Context: an optimization exercise on an open-source flow, tuned for small area, a short achievable clock period and few clock cycles. The choices shown serve that exercise and are no tape-out recipe.
At most, simulation tests tie the RTL to the original design; equivalence was not proved.
No activity file was given, so power comes from the tool's default toggle rates.

## sdio_spi_engine
module sdio_spi_engine (
    input  wire        clk,
    input  wire        rst,             
    input  wire        op_valid,
    output wire        op_ready,
    input  wire [7:0]  op_sel,          
    input  wire [7:0]  op_index,
    input  wire [31:0] op_arg,
    input  wire [16:0] op_count,
    input  wire [9:0]  op_block_size,
    input  wire        op_mode,
    input  wire [1:0]  op_fn,
    input  wire [2:0]  op_width,
    output wire        res_valid,
    output wire [3:0]  res_code,
    output wire [7:0]  res_status,
    output wire [7:0]  res_stuff,
    output wire        ev_valid,
    output wire [2:0]  ev_kind,
    output reg  [7:0]  ev_tx,
    input  wire        ev_ready,
    input  wire [7:0]  ev_rx,
    input  wire        wd_valid,
    output wire        wd_ready,
    input  wire [7:0]  wd_data,
    output reg         rd_valid,
    output wire [7:0]  rd_data
);
==> flow/config.mk <==
export PLATFORM = sky130hd
export DESIGN_NAME = sdio_spi_engine
export DESIGN_NICKNAME = sdio_spi_engine
export VERILOG_FILES = /design/flow/design.v
export SDC_FILE = /design/flow/constraint.sdc
export NUM_CORES = 4
export LEC_CHECK = 0
export CAP_MARGIN = 20
export CORE_MARGIN = 2
export CORE_UTILIZATION = 40
export PLACE_DENSITY = 0.75
export SETUP_SLACK_MARGIN = 2.4
export SLEW_MARGIN = 20
==> flow/constraint.sdc <==
create_clock -name core_clock -period 5.0 [get_ports {clk}]
set_input_delay 1.0000 -clock core_clock [delete_from_list [all_inputs] [get_ports {clk}]]
set_output_delay 1.0000 -clock core_clock [all_outputs]
set_load 0.01 [all_outputs]
standard.sh (not shown) runs the stock make flow with config.mk's settings and CLKGATE_MAP_FILE= SYNTH_SCRIPT=/design/flow/synth_recipe.tcl, a recipe that flattens the netlist after the stock synthesis.
==> flow/flow/run.sh <==
#!/bin/bash
# Layout flow: the standard ORFS flow, with the port buffers that
# buffer_ports inserts made from plain sky130_fd_sc_hd__buf_1 cells
# instead of the delay-buffer cell it picks by default. The make output
# of every step goes to standard.log; ORFS keeps each tool's own log
# under orfs/logs/.
set -euo pipefail
export BUFFER_PORTS_ARGS="-buffer_cell sky130_fd_sc_hd__buf_1"
bash standard.sh finish > standard.log 2>&1
The first run completed without violations.
Testbench counts at the start, summed over its fixed seeds: cycles 293,774.
==> next run, changes <==
- PLACE_DENSITY: 0.75 -> not set
- SETUP_SLACK_MARGIN: 2.4 -> 2.6
The new run finished with timing, DRC and antenna clean.
Clock skew decreases by 3.5 ps.
Worst setup slack improves by 52 ps.
Sequential power stays flat.
Non-clock buffer count climbs by 41.
Cell area rises by 9.4%.
First-iteration DRC count barely changes.
Die area is unchanged.
Sequential share of layout area came out lower by 2.5 points.
Area after synthesis is unchanged.
Maximum frequency rose by 2.0%.
Hold slack stays flat.

---

Another version of the RTL of sdio_spi_engine (not shown whole).
For scale: ~7700 µm² of cells after synthesis.
==> flow/config.mk <==
export PLATFORM = sky130hd
export DESIGN_NAME = sdio_spi_engine
export DESIGN_NICKNAME = sdio_spi_engine
export VERILOG_FILES = /design/flow/design.v
export SDC_FILE = /design/flow/constraint.sdc
export NUM_CORES = 4
export LEC_CHECK = 0
export CAP_MARGIN = 20
export CORE_MARGIN = 2
export CORE_UTILIZATION = 40
export CTS_BUF_LIST = sky130_fd_sc_hd__clkbuf_8
export SETUP_SLACK_MARGIN = 2.3
export SLEW_MARGIN = 20
==> flow/constraint.sdc <==
create_clock -name core_clock -period 5.0 [get_ports {clk}]
set_input_delay 1.0000 -clock core_clock [delete_from_list [all_inputs] [get_ports {clk}]]
set_output_delay 1.0000 -clock core_clock [all_outputs]
set_load 0.01 [all_outputs]
Scripts as last shown in full above: flow/flow/run.sh
Testbench counts at the start, summed over its fixed seeds: cycles 293,774.
Rerun with:
==> flow/run.sh (new file) <==
#!/bin/bash
# synth_recipe.tcl (not shown) runs the flow's synth.tcl, then flattens the netlist and writes it again
# the make line also repeats each setting of config.mk as NAME=value (left out here)
make -C /OpenROAD-flow-scripts/flow DESIGN_CONFIG=/design/flow/config.mk WORK_HOME=/design/flow/orfs CLKGATE_MAP_FILE= SYNTH_SCRIPT=/design/flow/synth_recipe.tcl finish
--- a/flow/config.mk
+++ b/flow/config.mk
@@ -11,2 +11 @@
-export CTS_BUF_LIST = sky130_fd_sc_hd__clkbuf_8
-export SETUP_SLACK_MARGIN = 2.3
+export SETUP_SLACK_MARGIN = 2.6
removed: flow/flow/run.sh
removed: flow/standard.sh
Outcome: The new run ran to the end with no violations. Final area came out higher by 39%. Hold slack is worse by 0.018 ns. Clock-buffer cell count rose by 1. Sequential power fell by about 7%. Routed wire length is higher by 17%. Final cell count goes up by 10%. Utilization rises by 19 points. Area after synthesis is unchanged. Combinational power increases by 48%. Fmax went up by 1.3%.
Rerun with:
--- a/flow/config.mk
+++ b/flow/config.mk
@@ -11 +11 @@
-export SETUP_SLACK_MARGIN = 2.6
+export SETUP_SLACK_MARGIN = 2.3
Maximum frequency drops by about 0.6%.
Non-clock buffer count drops by 129.
Critical path depth climbs by 1.
Routed wire length drops by about 13%.
Worst setup slack degrades by 0.016 ns.
Cell area drops by about 19%.
Total power drops by 14%.
Combinational power drops by 25%.
Rerun with:
==> flow/flow/run.sh (new file) <==
#!/bin/bash
# Layout flow: the standard ORFS flow, with the port buffers that
# buffer_ports inserts made from plain sky130_fd_sc_hd__buf_1 cells
# instead of the delay-buffer cell it picks by default. The make output
# of every step goes to standard.log; ORFS keeps each tool's own log
# under orfs/logs/.
set -euo pipefail
export BUFFER_PORTS_ARGS="-buffer_cell sky130_fd_sc_hd__buf_1"
bash standard.sh finish > standard.log 2>&1
==> flow/standard.sh (new file) <==
#!/bin/bash
# synth_recipe.tcl (not shown) runs the flow's synth.tcl, then flattens the netlist and writes it again
# the make line also repeats each setting of config.mk as NAME=value (left out here)
make -C /OpenROAD-flow-scripts/flow DESIGN_CONFIG=/design/flow/config.mk WORK_HOME=/design/flow/orfs CLKGATE_MAP_FILE= SYNTH_SCRIPT=/design/flow/synth_recipe.tcl "${@:-finish}"
--- a/flow/config.mk
+++ b/flow/config.mk
@@ -11 +11 @@
-export SETUP_SLACK_MARGIN = 2.3
+export SETUP_SLACK_MARGIN = 2.55
removed: flow/run.sh
Outcome: The new run passed the timing, design-rule and antenna checks; total power goes up by about 1.1%; register-to-register slack gets better by 0.19 ns; via count is higher by 2.9%; cell count rose by about 3%; core utilization shrinks by 0.87 points; cell area went down by about 1.6%.

---

sdio_spi_engine with an RTL version that a note above also has.
Size in the first run: ~860 cells after synthesis, roughly 86 flip-flops, roughly 150 I/O pins, ~7400 µm² of cells after synthesis.
==> flow/config.mk <==
export PLATFORM = sky130hd
export DESIGN_NAME = sdio_spi_engine
export DESIGN_NICKNAME = sdio_spi_engine
export VERILOG_FILES = /design/flow/design.v
export SDC_FILE = /design/flow/constraint.sdc
export NUM_CORES = 4
export LEC_CHECK = 0
export CAP_MARGIN = 20
export CORE_MARGIN = 2
export CORE_UTILIZATION = 40
export CTS_BUF_LIST = sky130_fd_sc_hd__clkbuf_8
export SETUP_SLACK_MARGIN = 2.4
export SLEW_MARGIN = 20
==> flow/constraint.sdc <==
create_clock -name core_clock -period 5.0 [get_ports {clk}]
set_input_delay 1.0000 -clock core_clock [delete_from_list [all_inputs] [get_ports {clk}]]
set_output_delay 1.0000 -clock core_clock [all_outputs]
set_load 0.01 [all_outputs]
==> flow/flow/run.sh <==
#!/bin/bash
# Layout flow: the standard ORFS flow, with the port buffers that
# buffer_ports inserts made from plain sky130_fd_sc_hd__buf_1 cells
# instead of the delay-buffer cell it picks by default. The make output
# of every step goes to standard.log; ORFS keeps each tool's own log
# under orfs/logs/.
set -euo pipefail
export BUFFER_PORTS_ARGS="-buffer_cell sky130_fd_sc_hd__buf_1"
bash standard.sh finish > standard.log 2>&1
Testbench counts at the start, summed over its fixed seeds: cycles 293,774.
Then changed:
CTS_BUF_LIST = not set   (was sky130_fd_sc_hd__clkbuf_8)
SETUP_SLACK_MARGIN = 2.45   (was 2.4)
Outcome: Via count climbs by 2.2%. Setup slack is worse by 0.0077 ns. Critical path depth drops by 1. Wire length climbs by 2.3%. Cell area climbs by 2.2%. Total power climbs by 4.8%. Die area is unchanged. Clock-buffer cell count is unchanged. Final cell count hardly moves.
Then changed:
SETUP_SLACK_MARGIN = 2.0   (was 2.45)
Final area is lower by 8.2%.
Combinational power is lower by 18%.
Sequential share of layout area is higher by 2.4 points.
Then changed:
SETUP_SLACK_MARGIN = 2.4   (was 2.0)
Sequential share of layout area is lower by 1.8 points; setup slack gets better by 0.36 ns; routed wire length rises slightly; power went up by a little under a tenth; register-to-register slack improved by 0.28 ns.

---

run a:
Another version of the RTL of sdio_spi_engine (not shown whole).
Size in the first run: roughly 1000 cells after synthesis, about 91 flip-flops.
Settings: LEC_CHECK=0, CAP_MARGIN=20, CORE_MARGIN=2, CORE_UTILIZATION=40, SETUP_SLACK_MARGIN=2.0, SLEW_MARGIN=20; clock period 5.0 ns.
run.sh (not shown) runs the stock make flow with config.mk's settings and CLKGATE_MAP_FILE= SYNTH_SCRIPT=/design/flow/synth_recipe.tcl, a recipe that flattens the netlist after the stock synthesis.
Stock flow here: none of the scripts above is used.
Run a: flow completed, timing, DRC and antenna clean
Setup changes, run a to run b
- swapping 2.0 for 2.6 in SETUP_SLACK_MARGIN
### Flow results
Via count of the first global-routing pass, run b and run a, higher one = run b. When the final numbers for run b and run a were put side by side, the power turned out to be greater in run b. Total number of multi-input combinational cells of run a is on par with run b. The run with more setup slack is run b; run a has less. Run b finished every step from synthesis to the final layout, and the layout passed the timing, design-rule and antenna checks. Relative to run a, number of buffers outside the clock class in the layout increased by 112 in run b.
No functional check of the RTL was part of any run of this note.

---

sdio_spi_engine, a different RTL version from the one above (not shown whole).
Size: roughly 880 cells after synthesis, roughly 150 I/O pins, ~7400 sq um of cells after synthesis.
==> flow/config.mk <==
export PLATFORM = sky130hd
export DESIGN_NAME = sdio_spi_engine
export DESIGN_NICKNAME = sdio_spi_engine
export VERILOG_FILES = /design/flow/design.v
export SDC_FILE = /design/flow/constraint.sdc
export NUM_CORES = 4
export LEC_CHECK = 0
export CAP_MARGIN = 20
export CORE_MARGIN = 2
export CORE_UTILIZATION = 40
export SETUP_SLACK_MARGIN = 2.4
export SLEW_MARGIN = 20
==> flow/constraint.sdc <==
create_clock -name core_clock -period 5.0 [get_ports {clk}]
set_input_delay 1.0000 -clock core_clock [delete_from_list [all_inputs] [get_ports {clk}]]
set_output_delay 1.0000 -clock core_clock [all_outputs]
set_load 0.01 [all_outputs]
standard.sh (not shown) runs the stock make flow with config.mk's settings and CLKGATE_MAP_FILE= SYNTH_SCRIPT=/design/flow/synth_recipe.tcl, a recipe that flattens the netlist after the stock synthesis.
Scripts as last shown in full above: flow/flow/run.sh
The starting point produced a clean layout.
Rerun with:
- SETUP_SLACK_MARGIN: 2.4 -> 2.3
=> Final cell count hardly moves. Cell area went down by 3.1%. Die area stays the same. Routed wire length went up by 0.60%. Hold slack got worse by 0.052 ns. Worst setup slack improved by 0.0035 ns.
No run of this note included a check of the RTL's function; only the layout flow was run.

---

Setup of branch willow:
RTL: one of the versions met above, not the one the previous note started from.
Size: roughly 920 cells after synthesis, roughly 83 flip-flops, about 150 I/O pins.
==> flow/config.mk <==
export PLATFORM = sky130hd
export DESIGN_NAME = sdio_spi_engine
export DESIGN_NICKNAME = sdio_spi_engine
export VERILOG_FILES = /design/flow/design.v
export SDC_FILE = /design/flow/constraint.sdc
export NUM_CORES = 4
export LEC_CHECK = 0
export CAP_MARGIN = 20
export CORE_MARGIN = 2
export CORE_UTILIZATION = 40
export SETUP_SLACK_MARGIN = 2.3
export SLEW_MARGIN = 20
==> flow/constraint.sdc <==
create_clock -name core_clock -period 5.0 [get_ports {clk}]
set_input_delay 1.0000 -clock core_clock [delete_from_list [all_inputs] [get_ports {clk}]]
set_output_delay 1.0000 -clock core_clock [all_outputs]
set_load 0.01 [all_outputs]
Scripts as last shown in full above: flow/flow/run.sh
Every stage of the flow completed for branch willow, and the final layout passed the timing, design-rule and antenna checks.
Testbench counts of branch willow, summed over its fixed seeds: cycles 293,774.
The following lists how branch zinc was set up differently from branch willow:
Settings: SETUP_SLACK_MARGIN now 2.0, was 2.3.
--- outcome ---
Re basic-gate share of the synthesized area counting and, or, nand and nor cells: no difference whatsoever between branch willow and branch zinc.
Compared with branch willow, in branch zinc number of vias per cell after detailed routing comparable, routed wire length now smaller, routed wire length on met3 now larger, fraction of area in registers now larger.
Summary: worst setup slack, branch zinc worse than branch willow
The critical path buffer and inverter count reported for branch zinc is greater than that of branch willow by 1.

-- port drivers added, routing unchanged --
How much do the figures lean on ideal ports? The routed layouts below were timed once more, with nothing changed but the port constraints.
Step 1 (the two cells are an assumption about what drives the block):
set clk [get_ports {clk}]
set_driving_cell -lib_cell sky130_fd_sc_hd__clkbuf_16 $clk
set_driving_cell -lib_cell sky130_fd_sc_hd__buf_2 [delete_from_list [all_inputs] $clk]
Step 2 moves the port delays by t, midway between the first and last clock arrival at a register: inputs arrive t later, outputs are due t later. That takes back most of the time a late clock gives input paths.
Three values: no drivers, after step 1, after step 2; two values: the first two.
run	t, ns	slack for setup (ns)	hold WS [ns]
the first run of note 1	0.411	2.308 / 2.252 / 2.025	0.648 / 0.648 / 0.648
the second run of note 1	0.406	2.359 / 2.316 / 2.206	0.649 / 0.649 / 0.649
the first run of note 2	0.424	2.194 / 2.156 / 1.929	0.624 / 0.624 / 0.624
the second run of note 2	0.409	2.229 / 2.180 / 1.942	0.606 / 0.606 / 0.606
the third run of note 2	0.403	2.213 / 2.167 / 1.933	0.651 / 0.651 / 0.651
the fourth run of note 2	0.399	2.232 / 2.189 / 1.969	0.613 / 0.613 / 0.613
the first run of note 3	0.425	2.299 / 2.261 / 2.050	0.643 / 0.643 / 0.643
the second run of note 3	0.403	2.292 / 2.249 / 2.122	0.636 / 0.636 / 0.636
the third run of note 3	0.405	1.996 / 1.950 / 1.688	0.617 / 0.617 / 0.617
the fourth run of note 3	0.394	2.356 / 2.313 / 2.107	0.636 / 0.636 / 0.636
run a	0.397	2.034 / 2.020 / 1.685	0.675 / 0.675 / 0.675
run b	0.407	2.276 / 2.228 / 2.016	0.655 / 0.655 / 0.655
the first run of note 5	0.397	2.274 / 2.251 / 1.867	0.564 / 0.564 / 0.564
the second run of note 5	0.404	2.278 / 2.269 / 1.865	0.512 / 0.512 / 0.512
branch willow	0.390	2.220 / 2.177 / 1.940	0.622 / 0.622 / 0.622
branch zinc	0.396	2.033 / 1.984 / 1.712	0.650 / 0.650 / 0.650
After both steps every run listed still meets setup and hold. The setup slack of the second run of note 5, which loses most, moves by -0.009 ns with the drivers and by -0.413 ns with both steps.
